Context: an optimization exercise on an open-source flow, tuned for small area. The choices shown serve that exercise and are no tape-out recipe.
Power figures rest on the tool's default switching activity, not on a simulated workload.

==> flow/design.v <==
module mc_spe (
    input  wire        clk,
    input  wire        rst,
    input  wire        tick,
    input  wire [1:0]  cfg_label,
    input  wire        cfg_in4,
    input  wire        cfg_out4,
    input  wire        rx_valid,
    input  wire [7:0]  rx_data,
    output wire        tx_valid,
    output wire [7:0]  tx_data,
    input  wire        tx_fail,
    output wire        drain_req,
    input  wire        drain_done,
    input  wire        drain_ok,
    output wire        rts,
    output wire        dtr,
    output wire        dsr,
    output wire        st_valid,
    output wire [31:0] st_mem,
    output wire [31:0] st_route,
    output wire [3:0]  st_in,
    output wire [3:0]  st_out,
    output wire        st_power,
    input  wire        req_valid,
    input  wire [2:0]  req_len,
    input  wire [31:0] req_chars,
    output wire        req_accept,
    output wire        log_valid,
    output wire [2:0]  log_code,
    output wire        err_write,
    output wire        err_drain,
    output wire        err_qfull,
    output wire        cfg_fault
);
    reg top_q;       
    reg out4_q;
    reg fault_q;
    reg pend_q;      
    wire label_ok = cfg_label[1] ^ cfg_label[0];
    always @(posedge clk) begin
        if (rst) begin
            top_q   <= cfg_label[1];
            out4_q  <= cfg_out4;
            fault_q <= !label_ok;
        end
        pend_q <= rst && !label_ok;
    end
    wire active = !fault_q && !rst;
    reg  [3:0] rx_cnt;
    wire rx_en     = rx_valid && active;
    wire rx_marker = (rx_data == {6'b011000, top_q, !top_q});
    wire install   = rx_en && rx_marker && (rx_cnt == 4'd13);
    wire rx_wr     = rx_en && !rx_marker;
    always @(posedge clk) begin
        if (rst)
            rx_cnt <= 4'd15;
        else if (rx_en) begin
            if (rx_marker)
                rx_cnt <= 4'd0;
            else if (rx_cnt != 4'd15)
                rx_cnt <= rx_cnt + 4'd1;
        end
    end
    wire       rx_hi0 = (rx_data[7:4] == 4'd0);
    wire [7:0] rx_pn  = (rx_hi0 && rx_data[3:0] == 4'd8) ? 8'd4 :
                        (rx_hi0 && rx_data[3:0] == 4'd4) ? 8'd3 : rx_data;
    wire [7:0] rx_pnm = out4_q ? rx_pn : 8'd0;
    reg [7:0] sh_mem0, sh_mem1, sh_mem2, sh_mem3;
    reg [7:0] sh_rte0, sh_rte1, sh_rte2, sh_rte3;
    reg [7:0] sh_flags;
    reg       sh_power;
    always @(posedge clk) begin
        if (rx_wr) begin
            case (rx_cnt)
                4'd0: sh_mem0  <= rx_pn;
                4'd1: sh_mem1  <= rx_pn;
                4'd2: sh_mem2  <= rx_pnm;
                4'd3: sh_mem3  <= rx_pnm;
                4'd4: sh_rte0  <= rx_pn;
                4'd5: sh_rte1  <= rx_pn;
                4'd6: sh_rte2  <= rx_pnm;
                4'd7: sh_rte3  <= rx_pnm;
                4'd8: sh_flags <= {rx_data[7:4], out4_q ? rx_data[3:0] : 4'd0};
                4'd9: sh_power <= (rx_data != 8'd0);
                default: ;
            endcase
        end
    end
    reg        st_valid_q;
    reg [31:0] st_mem_q, st_route_q;
    reg [3:0]  st_in_q, st_out_q;
    reg        st_power_q;
    always @(posedge clk) begin
        if (rst) begin
            st_valid_q <= 1'b0;
            st_mem_q   <= 32'd0;
            st_route_q <= 32'd0;
            st_in_q    <= 4'd0;
            st_out_q   <= 4'd0;
            st_power_q <= 1'b0;
        end else if (install) begin
            st_valid_q <= 1'b1;
            st_mem_q   <= {sh_mem3, sh_mem2, sh_mem1, sh_mem0};
            st_route_q <= {sh_rte3, sh_rte2, sh_rte1, sh_rte0};
            st_in_q    <= {sh_flags[4], sh_flags[5], sh_flags[6], sh_flags[7]};
            st_out_q   <= {sh_flags[0], sh_flags[1], sh_flags[2], sh_flags[3]};
            st_power_q <= sh_power;
        end
    end
    assign st_valid = st_valid_q;
    assign st_mem   = st_mem_q;
    assign st_route = st_route_q;
    assign st_in    = st_in_q;
    assign st_out   = st_out_q;
    assign st_power = st_power_q;
    reg  [15:0] q_ent [0:3];
    reg  [1:0]  q_head;
    reg  [2:0]  q_count;
    wire q_full    = q_count[2];
    wire len_ok    = !(req_len[2] && (req_len[1] || req_len[0]));
    wire req_legal = req_valid && active && len_ok;
    wire push      = req_legal && !q_full;
    wire qfull_err = req_legal && q_full;
    assign req_accept = push;
    wire [3:0] in_len = {req_len[2],
                         req_len[2] || (req_len[1] && req_len[0]),
                         req_len[2] || req_len[1],
                         req_len != 3'd0};
    wire [15:0] new_ent;
    wire [3:0]  new_nz;
    genvar j;
    generate
        for (j = 0; j < 4; j = j + 1) begin : g_enc
            wire [7:0] c = req_chars[8*j +: 8];
            wire dig = in_len[j] && (c[7:4] == 4'h3) && (c[3:0] != 4'd0) &&
                       !(c[3] && (c[2] || c[1]));
            assign new_ent[4*j +: 4] = dig ? c[3:0] : 4'd0;
            assign new_nz[j] = dig;
        end
    endgenerate
    wire [1:0] q_tail = q_head + q_count[1:0];
    always @(posedge clk) begin
        if (push)
            q_ent[q_tail] <= new_ent;
    end
    wire [3:0] s_nz [0:3];
    wire [3:0] s_has;
    genvar s;
    generate
        for (s = 0; s < 4; s = s + 1) begin : g_slot
            for (j = 0; j < 4; j = j + 1) begin : g_nz
                assign s_nz[s][j] = (q_ent[s][4*j +: 4] != 4'd0);
            end
            assign s_has[s] = (s_nz[s] != 4'd0);
        end
    endgenerate
    wire new_has = (new_nz != 4'd0);
    wire [3:0] v_has;
    genvar k;
    generate
        for (k = 0; k < 4; k = k + 1) begin : g_view
            wire [1:0] slot = q_head + k;
            assign v_has[k] = (k < q_count) ? s_has[slot] :
                              (k == q_count) ? (push && new_has) : 1'b0;
        end
    endgenerate
    wire [1:0] pick    = v_has[0] ? 2'd0 : v_has[1] ? 2'd1 : v_has[2] ? 2'd2 : 2'd3;
    wire       pick_ok = (v_has != 4'd0);
    wire       pick_st = ({1'b0, pick} < q_count);
    wire [1:0] pick_slot = q_head + pick;
    wire [15:0] pick_ent = pick_st ? q_ent[pick_slot] : new_ent;
    wire [3:0]  pick_nz  = pick_st ? s_nz[pick_slot]  : new_nz;
    wire [1:0]  pick_idx = pick_nz[0] ? 2'd0 : pick_nz[1] ? 2'd1 : pick_nz[2] ? 2'd2 : 2'd3;
    wire [2:0]  v_count  = q_count + {2'd0, push};
    reg         busy;
    reg  [5:0]  pre;
    reg  [3:0]  ph;
    reg  [1:0]  idx;
    reg  [15:0] cur;
    reg         dd_q, dok_q;
    reg         err_write_q, err_drain_q, err_qfull_q;
    reg         log_valid_q;
    reg  [1:0]  log_c;
    wire seq_tick = tick && active;
    wire pre_end  = (pre == 6'd49);
    wire waiting  = (ph == 4'd15);
    wire drain_seen = dd_q || drain_done;
    wire drain_good = drain_done ? drain_ok : dok_q;
    wire step_end = seq_tick && busy && waiting && drain_seen;
    wire advance  = seq_tick && (!busy || (waiting && drain_seen));
    wire [3:0] cur_nz;
    wire [3:0] rem;
    generate
        for (j = 0; j < 4; j = j + 1) begin : g_cur
            assign cur_nz[j] = (cur[4*j +: 4] != 4'd0);
            assign rem[j]    = cur_nz[j] && (j > idx);
        end
    endgenerate
    wire       cont     = (rem != 4'd0);
    wire [1:0] cur_next = rem[1] ? 2'd1 : rem[2] ? 2'd2 : 2'd3;
    wire       take     = advance && !(step_end && cont);
    wire       start    = advance && ((step_end && cont) || pick_ok);
    wire [2:0] pop_n = take ? (pick_ok ? {1'b0, pick} + 3'd1 : v_count) : 3'd0;
    always @(posedge clk) begin
        if (rst) begin
            q_head  <= 2'd0;
            q_count <= 3'd0;
        end else begin
            q_head  <= q_head + pop_n[1:0];
            q_count <= v_count - pop_n;
        end
    end
    wire emit = seq_tick && busy && pre_end;
    assign tx_valid  = emit && ph[3] && (ph[2] ? (ph[1:0] == 2'd0) : (ph[1:0] != 2'd0));
    assign drain_req = emit && (ph == 4'd14);
    wire [3:0] dgt = cur[4*idx +: 4];
    wire [4:0] cmd = {1'b0, idx, 2'b00} + {1'b0, dgt} - 5'd1;
    assign tx_data = (ph[1:0] == 2'd1) ? {3'b000, cmd} :
                     (ph[1:0] == 2'd2) ? {3'b111, ~cmd} :
                     (ph[1:0] == 2'd3) ? 8'hD5 : 8'h7B;
    always @(posedge clk) begin
        if (rst)
            busy <= 1'b0;
        else if (advance)
            busy <= start;
        if (advance) begin
            pre <= 6'd0;
            ph  <= 4'd0;
        end else if (seq_tick && busy && !waiting) begin
            if (pre_end) begin
                pre <= 6'd0;
                ph  <= ph + 4'd1;
            end else begin
                pre <= pre + 6'd1;
            end
        end
        if (advance && step_end && cont)
            idx <= cur_next;
        else if (take && pick_ok) begin
            idx <= pick_idx;
            cur <= pick_ent;
        end
        dd_q <= !drain_req && (drain_done || dd_q);
        if (drain_done)
            dok_q <= drain_ok;
    end
    wire write_err = tx_valid && tx_fail;
    wire drain_err = step_end && !drain_good;
    always @(posedge clk) begin
        if (rst) begin
            err_write_q <= 1'b0;
            err_drain_q <= 1'b0;
            err_qfull_q <= 1'b0;
            log_valid_q <= 1'b0;
        end else begin
            if (write_err) err_write_q <= 1'b1;
            if (drain_err) err_drain_q <= 1'b1;
            if (qfull_err) err_qfull_q <= 1'b1;
            log_valid_q <= pend_q || write_err || drain_err || qfull_err;
        end
        log_c <= {drain_err || (qfull_err && !write_err),
                  write_err || (qfull_err && !drain_err)};
    end
    assign rts       = 1'b0;
    assign dtr       = !fault_q;
    assign dsr       = !fault_q;
    assign log_valid = log_valid_q;
    assign log_code  = {!(log_c[1] || log_c[0]), log_c};
    assign err_write = err_write_q;
    assign err_drain = err_drain_q;
    assign err_qfull = err_qfull_q;
    assign cfg_fault = fault_q;
endmodule
Settings: LEC_CHECK=0, CAP_MARGIN=20, CORE_MARGIN=2, CORE_UTILIZATION=60, PLACE_DENSITY=0.7, SLEW_MARGIN=20; clock period 10.0 ns.
standard.sh (not shown) runs the stock make flow with config.mk's settings and CLKGATE_MAP_FILE= SYNTH_SCRIPT=/design/flow/synth_recipe.tcl, a recipe that flattens the netlist after the stock synthesis.
==> flow/flow/run.sh <==
#!/bin/bash
# The standard layout (standard synthesis unchanged), with the port buffers
# made from the smallest buffer cell instead of the one the resizer picks.
set -euo pipefail
bash standard.sh \
  "BUFFER_PORTS_ARGS=-buffer_cell sky130_fd_sc_hd__buf_1" \
  finish > standard_flow.log 2>&1
Rerun with:
==> flow/run.sh (new file) <==
#!/bin/bash
# synth_recipe.tcl (not shown) runs the flow's synth.tcl, then flattens the netlist and writes it again
# the make line also repeats each setting of config.mk as NAME=value (left out here)
make -C /OpenROAD-flow-scripts/flow DESIGN_CONFIG=/design/flow/config.mk WORK_HOME=/design/flow/orfs CLKGATE_MAP_FILE= SYNTH_SCRIPT=/design/flow/synth_recipe.tcl finish
Settings changed: ABC_AREA set to 1, CORE_UTILIZATION 60 to 70, PLACE_DENSITY 0.7 to 0.8.
removed: flow/flow/run.sh
removed: flow/standard.sh
Effect: The changed run produced a clean layout; worst setup slack loses 0.40 ns; fmax came out lower by a few percent; count of clock-buffer cells in the layout rises by 4; non-clock buffer count is higher by 3; combinational power goes up to 2.8 times its value.
Rerun with:
Settings changed: ABC_AREA 1 to not set, CORE_UTILIZATION 70 to 60, CTS_BUF_LIST set to sky130_fd_sc_hd__clkbuf_4, CTS_CLUSTER_DIAMETER set to 40, CTS_CLUSTER_SIZE set to 8, PLACE_DENSITY 0.8 to 0.7.
What happened:
- setup slack gets better by 0.43 ns
- clock skew went up by 0.011 ns
- sequential cell count stays the same
- power shrinks by about 36%
- routed wire length goes down by 21%
- global-route usage is lower by 9.4 points
- core utilization falls by 14 points
- clock-buffer cell count went up by 20
- clock power came out lower by about 34%
- sequential share of layout area goes up by 2.6 points
- die area came out higher by 12%
Rerun with:
Settings changed: ABC_AREA set to 1, CORE_UTILIZATION 60 to 40, CTS_BUF_LIST sky130_fd_sc_hd__clkbuf_4 to not set, CTS_CLUSTER_DIAMETER 40 to not set, CTS_CLUSTER_SIZE 8 to not set, PLACE_DENSITY 0.7 to 0.6.
Outcome: Via count came out higher by 12%; design area came out higher by about 7.5%; die area climbs by 53%; setup slack loses 0.21 ns; first-iteration DRC count climbs by about 70%; utilization drops by 22 points; wire length is higher by about 13%.
Rerun with:
Settings changed: CORE_UTILIZATION 40 to 60, CTS_BUF_LIST set to sky130_fd_sc_hd__clkbuf_2 sky130_fd_sc_hd__clkbuf_4, PLACE_DENSITY 0.6 to 0.7.
Global-route usage rises by 8.1 points.
First-iteration DRC count rises by about 13%.
Worst hold slack stays flat.
Synthesized cell count does not change.
Total power falls by about 2.6%.
Setup slack is worse by 0.12 ns.
Rerun with:
Settings changed: ABC_AREA 1 to not set, CTS_BUF_LIST sky130_fd_sc_hd__clkbuf_2 sky130_fd_sc_hd__clkbuf_4 to sky130_fd_sc_hd__clkbuf_8, CTS_CLUSTER_DIAMETER set to 80, CTS_CLUSTER_SIZE set to 20.
What happened: Total power fell by 40%. First-iteration DRC count went down by 27%. Non-clock buffer count is lower by 4. Design area shrinks by 7.1%. Via count fell by 16%.
Function was not checked in any run of this note: the RTL went through the layout flow alone.

-- re-timing with driven ports --
The flow's constraints put no driver on any port. The routed layouts listed below were extracted and timed again, unchanged, in two steps. Step 1 assumes that a clkbuf_16 drives the clock port and a buf_2 every other input. Step 2, shift: input delay + t, output delay - t, t = (earliest + latest rising clock arrival at the registers) / 2. This alone moves slack from input paths to output paths. a / b / c = no drivers / after step 1 / after step 2; a / b = the first two.
| run | t (ns) | setup WS [ns] | worst register clock-pin slew, ns |
|---|---|---|---|
| the first run | 0.562 | 3.789 / 3.813 / 3.251 | 0.06 / 0.06 |
| the second run | 0.561 | 3.393 / 3.357 / 3.056 | 0.07 / 0.07 |
| the third run | 0.659 | 3.828 / 3.848 / 3.189 | 0.10 / 0.10 |
| the fourth run | 0.595 | 3.622 / 3.594 / 3.384 | 0.06 / 0.06 |
| the fifth run | 0.690 | 3.503 / 3.478 / 2.998 | 0.07 / 0.07 |
| the sixth run | 0.555 | 3.733 / 3.753 / 3.197 | 0.13 / 0.13 |
After both steps every run listed still meets setup and hold. For the third run, which loses most, drivers alone change the setup slack by +0.020 ns; drivers and shift together by -0.639 ns.
